From an optimization exercise on the open Yosys and OpenROAD flow, aimed at small area; shortcuts taken in it are not production practice. Function was checked by simulation only, so behaviour that the tests miss may differ from the original. Power and IR drop assume default switching activity.

==> inputs of quartz <==
Design pisb_sense, start of the top module:
module pisb_sense (
    input  wire        clk,
    input  wire        rst,
    input  wire        start,
    input  wire [11:0] raw,
    output wire        ready,
    output wire        done,
    output wire [31:0] v,
    output wire [31:0] rawc,
    output reg  [31:0] filtc,
    output wire [31:0] filtf,
    output wire        led,
    output reg  [5:0]  cursor,
    output reg         filled
);
==> flow/config.mk <==
export PLATFORM = sky130hd
export DESIGN_NAME = pisb_sense
export DESIGN_NICKNAME = pisb_sense
export VERILOG_FILES = /design/flow/design.v
export SDC_FILE = /design/flow/constraint.sdc
export NUM_CORES = 4
export LEC_CHECK = 0
export CAP_MARGIN = 20
export CORE_MARGIN = 2
export CORE_UTILIZATION = 70
export CTS_CLUSTER_DIAMETER = 80
export CTS_CLUSTER_SIZE = 22
export SLEW_MARGIN = 20
==> flow/constraint.sdc <==
create_clock -name core_clock -period 25.0 [get_ports {clk}]
set_input_delay 5.0000 -clock core_clock [delete_from_list [all_inputs] [get_ports {clk}]]
set_output_delay 5.0000 -clock core_clock [all_outputs]
set_load 0.01 [all_outputs]
standard.sh (not shown) runs the stock make flow with config.mk's settings and CLKGATE_MAP_FILE= SYNTH_SCRIPT=/design/flow/synth_recipe.tcl, a recipe that flattens the netlist after the stock synthesis.
==> flow/flow/run.sh <==
#!/bin/bash
# Layout flow: the standard ORFS flow (standard.sh) with two changes.
#  1. Synthesis maps the logic with an area-oriented ABC script
#     (flow/abc_area.script).  ORFS's scripts folder is copied and only its
#     abc_speed.script is replaced; the yosys passes, the registers, the
#     flattening and renaming of synth_recipe.tcl stay as they are, and all
#     later steps run the same ORFS scripts.
#  2. Input and output ports are buffered with the smallest buffer cell
#     (sky130_fd_sc_hd__buf_1).
# The make output goes to layout.log; each ORFS step keeps its own log
# under orfs/logs/.
set -euo pipefail
cd "$(dirname "$0")/.."
WORK="$PWD"
rm -rf "$WORK/scripts_area"
cp -r "$FLOW_HOME/scripts" "$WORK/scripts_area"
cp "$WORK/flow/abc_area.script" "$WORK/scripts_area/abc_speed.script"
export BUFFER_PORTS_ARGS="-buffer_cell sky130_fd_sc_hd__buf_1"
bash standard.sh SCRIPTS_DIR="$WORK/scripts_area" "${1:-finish}" > layout.log 2>&1
==> flow/flow/abc_area.script <==
&get -n
&st
&dch
&nf -a -p -C 32 -F 8 -A 8 -R 1000
&st
&syn2
&if -g -K 6
&synch2
&nf -a -p -C 32 -F 8 -A 8 -R 1000
&st
&dch -f
&nf -a -p -C 32 -F 8 -A 8 -R 1000
&st
&syn2
&dch -f
&nf -a -p -C 32 -F 8 -A 8 -R 1000
&st
&dch -f
&nf -a -p -C 32 -F 8 -A 8 -R 1000
&st
&syn4
&dch -f
&nf -a -p -C 32 -F 8 -A 8 -R 1000
&st
&syn4
&dch -f
&nf -a -p -C 32 -F 8 -A 8 -R 1000
&st
&syn4
&dch -f
&nf -a -p -C 32 -F 8 -A 8 -R 1000
&put
==> inputs of onyx, as changes to quartz <==
==> flow/design.v (replaced) <==
module pisb_sense (
    input  wire        clk,
    input  wire        rst,
    input  wire        start,
    input  wire [11:0] raw,
    output wire        ready,
    output wire        done,
    output wire [31:0] v,
    output reg  [31:0] rawc,
    output reg  [31:0] filtc,
    output wire [31:0] filtf,
    output wire        led,
    output reg  [5:0]  cursor,
    output reg         filled
);
    localparam [27:0] Y_C    = 28'h0D33333 << 3;   
    localparam [27:0] Y_V0   = 28'h0A05BC0 << 3;   
    localparam [27:0] Y_V01  = 28'h0502DE0 << 3;   
    localparam [27:0] Y_V02  = 28'h02816F0 << 3;   
    localparam [27:0] Y_S    = 28'h089A027 << 3;   
    localparam [27:0] Y_5    = 28'h0A00000 << 3;   
    localparam [4:0] S_IDLE  = 5'd0,
                     S_WAITQ = 5'd1,
                     S_MUL0  = 5'd2,
                     S_MUL   = 5'd3,
                     S_NR    = 5'd4,
                     S_OVF   = 5'd5,
                     S_ALV   = 5'd6,
                     S_NEG   = 5'd7,
                     S_DIV   = 5'd8,
                     S_QLD   = 5'd9,
                     S_ADD0  = 5'd10,
                     S_ALN   = 5'd11,
                     S_STORE = 5'd12,
                     S_FC0   = 5'd13,
                     S_FC1   = 5'd14,
                     S_FCST  = 5'd15,
                     S_X90   = 5'd16,
                     S_DONE  = 5'd17,
                     S_PARK  = 5'd18,
                     S_VW    = 5'd19;
    localparam [2:0] G_V   = 3'd0,    
                     G_D   = 3'd1,    
                     G_Q   = 3'd2,    
                     G_S   = 3'd3,    
                     G_FC  = 3'd4,    
                     G_X9  = 3'd5,    
                     G_F5  = 3'd6,    
                     G_F32 = 3'd7;    
    localparam [3:0] Y_ZERO = 4'd0,
                     Y_MULS = 4'd1,
                     Y_V0S  = 4'd2,
                     Y_DVS  = 4'd3,
                     Y_B    = 4'd4,
                     Y_RND  = 4'd5;
    reg [4:0]  state;
    reg [2:0]  stage;
    reg [5:0]  ph;
    reg [479:0] ring;
    reg [11:0] rq;
    reg        rqv;
    reg [5:0]  idx;
    reg        loopph, fen;
    reg        sF;
    reg [27:0] A;
    reg [26:0] B;
    reg [7:0]  E;
    reg        sA;
    reg        F;
    reg [7:0]  K;
    assign ready = (state == S_IDLE) && (ph == cursor);
    assign done  = (state == S_DONE);
    wire accept = start && ready && !rst;
    always @(posedge clk)
        ring <= {ring[467:0], accept ? raw : ring[479:468]};
    wire [11:0] head = ring[479:468];
    always @(posedge clk) begin
        if (rst) ph <= 6'd0;
        else     ph <= (ph == 6'd39) ? 6'd0 : ph + 6'd1;
    end
    wire [5:0] cnt      = filled ? 6'd40 : cursor;
    wire [5:0] idx_inc  = idx + 6'd1;
    wire [5:0] cur_cmp  = (cursor == 6'd0) ? 6'd40 : cursor;
    wire       is_new   = (idx == cur_cmp);
    wire       is_last  = (idx == cnt);
    wire [5:0] cur_m1   = (cursor == 6'd0) ? 6'd39 : cursor - 6'd1;
    wire       fetch    = fen && !rqv && (ph == idx) && (state != S_MUL);
    wire       valid    = filled || (cursor != 6'd0);
    reg  [5:0] cnt_n;
    reg  [2:0] cnt_bl;
    always @* begin
        if (cnt[5])      begin cnt_n = cnt;               cnt_bl = 3'd6; end
        else if (cnt[4]) begin cnt_n = {cnt[4:0], 1'b0};  cnt_bl = 3'd5; end
        else if (cnt[3]) begin cnt_n = {cnt[3:0], 2'b0};  cnt_bl = 3'd4; end
        else if (cnt[2]) begin cnt_n = {cnt[2:0], 3'b0};  cnt_bl = 3'd3; end
        else if (cnt[1]) begin cnt_n = {cnt[1:0], 4'b0};  cnt_bl = 3'd2; end
        else             begin cnt_n = {cnt[0],   5'b0};  cnt_bl = 3'd1; end
    end
    wire       sel32 = (stage == G_F32);
    wire [7:0] ea    = sel32 ? 8'd132 : filtc[30:23];
    wire       sB    = sel32 ? 1'b0 : filtc[31];
    wire       accnz = (filtc[30:23] != 8'd0);
    wire [26:0] bload = sel32 ? {1'b1, 26'd0} : {accnz, filtc[22:0], 3'b000};
    wire       Az    = (A == 28'd0);
    wire [31:0] pack = {sA, E, A[25:3]};
    assign v     = valid ? {1'b0, E, A[25:3]} : 32'd0;
    assign filtf = valid ? {sF, K, B[25:3]} : 32'h42000000;
    wire   lt40  = filtc[31] || (filtc[30:23] < 8'd132) ||
                   ((filtc[30:23] == 8'd132) && (filtc[22:21] == 2'b00));
    assign led   = valid && lt40;
    reg        enA, invA, invY;
    reg [3:0]  ysel;
    reg [1:0]  amode;       
    reg        qdiv;        
    reg        aclr;        
    reg [2:0]  bmode;       
    reg [1:0]  ebase;       
    reg [7:0]  xe;
    reg        eload, kload;
    reg [1:0]  kmode;       
    reg [4:0]  nstate;
    reg [2:0]  nstage;
    reg        sA_n, F_n;
    wire       inc = A[2] & (A[3] | A[1] | A[0] | F);
    reg  [27:0] yv;
    always @* begin
        case (ysel)
            Y_MULS: yv = rq[0] ? ((stage == G_X9) ? {1'b0, B} : Y_C) : 28'd0;
            Y_V0S:  yv = (E == 8'd126) ? ~Y_V0 : (E == 8'd127) ? ~Y_V01 : ~Y_V02;
            Y_DVS:  yv = (stage == G_Q)  ? ~Y_S :
                         (stage == G_FC) ? {1'b1, ~cnt_n, {21{1'b1}}} : ~Y_5;
            Y_B:    yv = {invY, B ^ {27{invY}}};
            Y_RND:  yv = {24'd0, inc, 3'd0};
            default: yv = 28'd0;
        endcase
    end
    wire [27:0] xa  = (enA ? A : 28'd0) ^ {28{invA}};
    wire [27:0] yx  = yv;
    wire [28:0] sum = {1'b0, xa} + {1'b0, yx} + {28'd0, invA | invY};
    wire        cout = sum[28];
    reg  [27:0] An;
    always @* begin
        case (amode)
            2'd1:    An = {sum[28], sum[27:2], sum[1] | sum[0]};
            2'd2:    An = {(qdiv && cout) ? sum[26:0] : A[26:0], 1'b0};
            default: An = sum[27:0];
        endcase
        if (aclr) An[2:0] = 3'd0;
    end
    wire [7:0] ebv  = (ebase == 2'd1) ? ea : (ebase == 2'd2) ? 8'd0 : E;
    wire [7:0] eadd = ebv + xe;
    wire       effsub = sA ^ sB;
    wire       lz     = K[2];            
    task after_round;
        begin
            case (stage)
                G_V:  nstate = loopph ? S_ALV : S_DONE;
                G_D:  begin nstate = S_DIV;  nstage = G_Q; kmode = 2'd1; end
                G_Q:  begin nstate = S_ADD0; nstage = G_S; end
                G_S:  nstate = S_STORE;
                G_FC: nstate = S_FCST;
                G_X9: begin nstate = S_DIV;  nstage = G_F5; kmode = 2'd1; end
                G_F5: begin nstate = S_ADD0; nstage = G_F32; end
                default: nstate = S_PARK;
            endcase
        end
    endtask
    task norm_round;
        begin
            if (A[27]) begin
                amode = 2'd1; xe = 8'd1;
            end else if (A[26] || Az) begin
                ysel = Y_RND; aclr = 1'b1; F_n = 1'b0;
                if (Az) begin sA_n = 1'b0; ebase = 2'd2; end
                if (sum[27]) nstate = S_OVF;
                else after_round;
            end else begin
                amode = 2'd2; xe = 8'hFF;
            end
        end
    endtask
    always @* begin
        enA = 1'b1; invA = 1'b0; invY = 1'b0; ysel = Y_ZERO;
        amode = 2'd0; qdiv = 1'b0; aclr = 1'b0; bmode = 3'd0;
        ebase = 2'd0; xe = 8'd0; eload = 1'b1; kload = 1'b0;
        kmode = 2'd0; nstate = state; nstage = stage; sA_n = sA; F_n = F;
        case (state)
            S_IDLE: begin
                if (accept) begin
                    ebase = 2'd2; xe = 8'd116;
                    nstate = S_WAITQ; nstage = G_V;
                end
            end
            S_WAITQ: begin
                ebase = 2'd2; xe = 8'd116;
                if (rqv) nstate = S_MUL0;
            end
            S_MUL0: begin
                enA = 1'b0; ysel = Y_MULS; amode = 2'd1; xe = 8'd1;
                F_n = 1'b0;
                if (stage != G_X9) sA_n = 1'b0;
                nstate = S_MUL;
            end
            S_MUL: begin
                if (rq != 12'd0) begin
                    ysel = Y_MULS; amode = 2'd1; xe = 8'd1;
                end else
                    norm_round;
            end
            S_NR:  norm_round;
            S_OVF: begin
                amode = 2'd1; xe = 8'd1;
                after_round;
            end
            S_ALV: begin
                if (E < 8'd126) begin
                    if (Az) begin
                        ebase = 2'd2; xe = 8'd126;
                    end else begin
                        amode = 2'd1; xe = 8'd1;
                    end
                end else begin
                    ysel = Y_V0S; invY = 1'b1; sA_n = 1'b0; nstage = G_D;
                    nstate = cout ? S_NR : S_NEG;
                end
            end
            S_NEG: begin
                invA = 1'b1; sA_n = ~sA; nstate = S_NR;
            end
            S_DIV: begin
                ysel = Y_DVS; invY = 1'b1; amode = 2'd2; qdiv = 1'b1;
                bmode = 3'd2; kmode = 2'd2;
                if (K >= 8'd26 && B[25]) nstate = S_QLD;
            end
            S_QLD: begin
                F_n = !Az; enA = 1'b0; ysel = Y_B;
                case (stage)
                    G_Q:     begin xe = lz ? 8'd8 : 8'd9; sA_n = ~sA; end
                    G_FC:    xe = lz ? 8'hFF : 8'd0;
                    default: xe = lz ? 8'hFD : 8'hFE;
                endcase
                nstate = S_NR;
            end
            S_ADD0: begin
                bmode = 3'd1;
                xe = ~ea; eload = 1'b0; kload = 1'b1;
                if (!sel32 && !accnz) nstate = S_STORE;
                else nstate = S_ALN;
            end
            S_ALN: begin
                if (!K[7] && B[26:1] != 26'd0) begin
                    bmode = 3'd3; kmode = 2'd3;
                end else if (K[7] && K != 8'hFF) begin
                    amode = 2'd1; xe = 8'd1; kmode = 2'd2;
                end else begin
                    ysel = Y_B; invY = effsub;
                    nstate = (effsub && !cout) ? S_NEG : S_NR;
                end
            end
            S_STORE: begin
                ebase = 2'd2; xe = 8'd116; nstage = G_V;
                if (is_last) nstate = S_FC0;
                else if (rqv) nstate = S_MUL0;
                else nstate = S_WAITQ;
            end
            S_FC0: begin
                bmode = 3'd1; sA_n = sB;
                ebase = 2'd1; xe = 8'd1 - {5'd0, cnt_bl};
                if (!accnz) begin
                    ebase = 2'd2; xe = 8'd132;
                    enA = 1'b0; sA_n = 1'b0; nstage = G_F32; nstate = S_ADD0;
                end else
                    nstate = S_FC1;
            end
            S_FC1: begin
                enA = 1'b0; ysel = Y_B; kmode = 2'd1; nstage = G_FC;
                nstate = S_DIV;
            end
            S_FCST: nstate = S_X90;
            S_X90: begin
                bmode = 3'd1; ebase = 2'd1; nstage = G_X9; nstate = S_MUL0;
            end
            S_PARK: begin
                bmode = 3'd4; eload = 1'b0; kload = 1'b1; nstate = S_VW;
                nstage = G_V;
            end
            S_VW: begin
                ebase = 2'd2; xe = 8'd116;
                if (rqv) nstate = S_MUL0;
            end
            S_DONE: nstate = S_IDLE;
            default: nstate = S_IDLE;
        endcase
    end
    always @(posedge clk) begin
        A  <= An;
        sA <= sA_n;
        F  <= F_n;
        if (eload) E <= eadd;
        if (kload) K <= eadd;
        else case (kmode)
            2'd1: K <= 8'd0;
            2'd2: K <= K + 8'd1;
            2'd3: K <= K - 8'd1;
            default: ;
        endcase
        case (bmode)
            3'd1: B <= bload;
            3'd2: B <= {B[25:0], cout};
            3'd3: B <= {1'b0, B[26:2], B[1] | B[0]};
            3'd4: B <= A[26:0];
            default: ;
        endcase
        if (state == S_PARK) sF <= sA;
        stage <= nstage;
        if (fetch)
            rq <= head;
        else if (state == S_X90)
            rq <= 12'd9;
        else if (state == S_MUL0 || (state == S_MUL && rq != 12'd0))
            rq <= {1'b0, rq[11:1]};
        if (accept) begin
            idx    <= 6'd0;
            loopph <= 1'b1;
            fen    <= 1'b1;
            rqv    <= 1'b0;
        end else begin
            if (fetch)
                rqv <= 1'b1;
            if (state == S_MUL0) begin
                rqv <= 1'b0;
                idx <= idx_inc;
            end
            if (state == S_STORE && is_last) begin
                loopph <= 1'b0;
                fen    <= 1'b0;
            end
            if ((stage == G_X9 && nstage == G_F5) || (state == S_FC0 && !accnz)) begin
                fen <= 1'b1;
                rqv <= 1'b0;
                idx <= cur_m1;
            end
        end
    end
    always @(posedge clk) begin
        if (rst) begin
            state  <= S_IDLE;
            rawc <= 32'd0;
            filtc  <= 32'd0;
            cursor <= 6'd0;
            filled <= 1'b0;
        end else begin
            state <= nstate;
            if (accept) begin
                if (cursor == 6'd39) begin
                    cursor <= 6'd0;
                    filled <= 1'b1;
                end else
                    cursor <= cursor + 6'd1;
                filtc  <= 32'd0;
            end
            if (state == S_ADD0 && stage == G_S && is_new)
                rawc <= pack;
            if (state == S_STORE || state == S_FCST)
                filtc <= pack;
        end
    end
endmodule
==> flow/flow/abc_area.script (replaced) <==
&get -n
&st
&dch
&nf -a -R 1000
&st
&syn2
&if -g -K 6
&synch2
&nf -a -R 1000
&st
&dch -f
&nf -a -R 1000
&st
&syn2
&dch -f
&nf -a -R 1000
&st
&dch -f
&nf -a -R 1000
&st
&syn4
&dch -f
&nf -a -R 1000
&st
&syn4
&dch -f
&nf -a -R 1000
&st
&syn4
&dch -f
&nf -a -R 1000
&put
==> inputs of raven, as changes to quartz <==
--- a/flow/design.v
+++ b/flow/design.v
@@ -151,12 +151,12 @@
     wire       accnz = (filtc[30:23] != 8'd0);
     reg         bclr;
     wire [26:0] bload = bclr ? 27'd0 : sel32 ? {1'b1, 26'd0} : {accnz, filtc[22:0], 3'b000};
     wire       Az    = (A == 28'd0);
     wire [31:0] pack = {sA, E, A[25:3]};
-    assign v     = valid ? {1'b0, E, A[25:3]} : 32'd0;
-    assign filtf = valid ? {sF, K, B[25:3]} : 32'h42000000;
+    assign v     = {1'b0, E, A[25:3]};
+    assign filtf = {sF, K, B[25:3]};
     assign rawc  = {rawc_r[28:27], {3{valid & ~rawc_r[27]}}, rawc_r[26:0]};
     wire   lt40  = filtc[31] || !filtc[30] || (filtc[29:25] == 5'd0) ||
                    ((filtc[30:23] == 8'd132) && (filtc[22:21] == 2'b00));
     assign led   = valid && lt40;
     reg        enA, invA, invY;
@@ -357,21 +357,26 @@
             S_DONE: nstate = S_IDLE;
             default: nstate = S_IDLE;
         endcase
     end
     always @(posedge clk) begin
-        A  <= An;
+        A  <= rst ? 28'd0 : An;
         sA <= sA_n;
         F  <= F_n;
-        if (eload) E <= eadd;
-        if (kload) K <= eadd;
-        case (bmode)
+        if (rst) E <= 8'd0;
+        else if (eload) E <= eadd;
+        if (rst) K <= 8'd132;
+        else if (kload) K <= eadd;
+        if (rst) B <= 27'd0;
+        else case (bmode)
             3'd1: B <= bload;
             3'd2: B <= {B[25:0], cout};
             3'd4: B <= A[26:0];
             default: ;
         endcase
+        if (rst) sF <= 1'b0;
+        else
         if (state == S_PARK) sF <= sA;
         stage <= nstage;
         if (fetch)
             rq <= head;
         else if (state == S_X90)
==> flow/flow/run.sh (replaced) <==
#!/bin/bash
# Layout flow: the standard ORFS flow (standard.sh) with three changes.
#  1. Synthesis maps the logic with an area-oriented ABC script
#     (flow/abc_area.script).  ORFS's scripts folder is copied and only its
#     abc_speed.script is replaced; the yosys passes, the registers, the
#     flattening and renaming of synth_recipe.tcl stay as they are, and all
#     later steps run the same ORFS scripts.
#  2. Input and output ports are buffered with the smallest buffer cell
#     (sky130_fd_sc_hd__buf_1).
#  3. Clock tree synthesis clusters up to 25 sinks within 100 um per leaf
#     buffer and inserts no dummy loads.
# The make output goes to layout.log; each ORFS step keeps its own log
# under orfs/logs/.
set -euo pipefail
cd "$(dirname "$0")/.."
WORK="$PWD"
rm -rf "$WORK/scripts_area"
cp -r "$FLOW_HOME/scripts" "$WORK/scripts_area"
cp "$WORK/flow/abc_area.script" "$WORK/scripts_area/abc_speed.script"
export BUFFER_PORTS_ARGS="-buffer_cell sky130_fd_sc_hd__buf_1"
export CTS_ARGS="-sink_clustering_enable -repair_clock_nets -sink_clustering_size 25 -sink_clustering_max_diameter 100 -dont_use_dummy_load"
bash standard.sh SCRIPTS_DIR="$WORK/scripts_area" "${1:-finish}" > layout.log 2>&1
--- a/flow/config.mk
+++ b/flow/config.mk
@@ -6,8 +6,8 @@
 export NUM_CORES = 4
 export LEC_CHECK = 0
 export CAP_MARGIN = 20
 export CORE_MARGIN = 2
 export CORE_UTILIZATION = 70
-export CTS_CLUSTER_DIAMETER = 80
-export CTS_CLUSTER_SIZE = 22
+export CTS_CLUSTER_DIAMETER = 100
+export CTS_CLUSTER_SIZE = 25
 export SLEW_MARGIN = 20
==> notes.md <==
- The highest synthesized cell count belongs to onyx, the lowest to quartz.
- Flip-flop and latch count is the same in quartz and raven.
- The lowest die area belongs to raven, the highest to onyx.
- Power, lowest first: onyx, quartz, raven.
- Sequential power is about the same in onyx and raven.
==> figures <==
item	raven	onyx	quartz
Total wire length after detailed routing	54200 um	63300 um	55300 um
Result of the run	finished clean	finished clean	finished clean
Global-route track usage on met1	45.4%	50.8%	48.5%
Full die area	29500 um^2	31200 um^2	29800 um^2
Well-tap cell count	378	390	378
Number of nets in the layout	1852	2064	1875
Post-layout instance area	21400 um^2	23200 um^2	22100 um^2
Final Util	77.1%	78.8%	79.3%
Worst setup path start	state[4]$_SDFFE_PP0P_	B[1]$_DFFE_PP_	state[1]$_SDFFE_PP0P_
Maximum resistive drop on vdd	0.0911 mV	0.0907 mV	0.0863 mV
Number of placement rows	61	63	61
Post-synthesis mux area share	0.851%	0.790%	0.113%

static timing again, ports no longer ideal:
The results above use ideal ports. As a check the final layouts listed here were re-extracted and re-timed, cells and wires unchanged.
Step 1 (the two cells are an assumption about what drives the block):
set clk [get_ports {clk}]
set_driving_cell -lib_cell sky130_fd_sc_hd__clkbuf_16 $clk
set_driving_cell -lib_cell sky130_fd_sc_hd__buf_2 [delete_from_list [all_inputs] $clk]
Step 2 adds t to the input delays and takes it off the output delays; t is the mean of the earliest and latest rising clock arrival at the registers after step 1. Input paths then give back, and output paths get back, about the clock's delay inside the block.
a / b / c = no drivers / after step 1 / after step 2; a / b = the first two.
| run | t, ns | slack for setup (ns) | worst slew at a driven data input, ns |
|---|---|---|---|
| quartz | 0.613 | 4.862 / 4.862 / 4.862 | 0.05 |
| onyx | 0.619 | 13.382 / 13.382 / 13.382 | 0.04 |
| raven | 0.637 | 4.776 / 4.776 / 4.776 | 0.05 |
After both steps setup and hold are still met in every run listed.
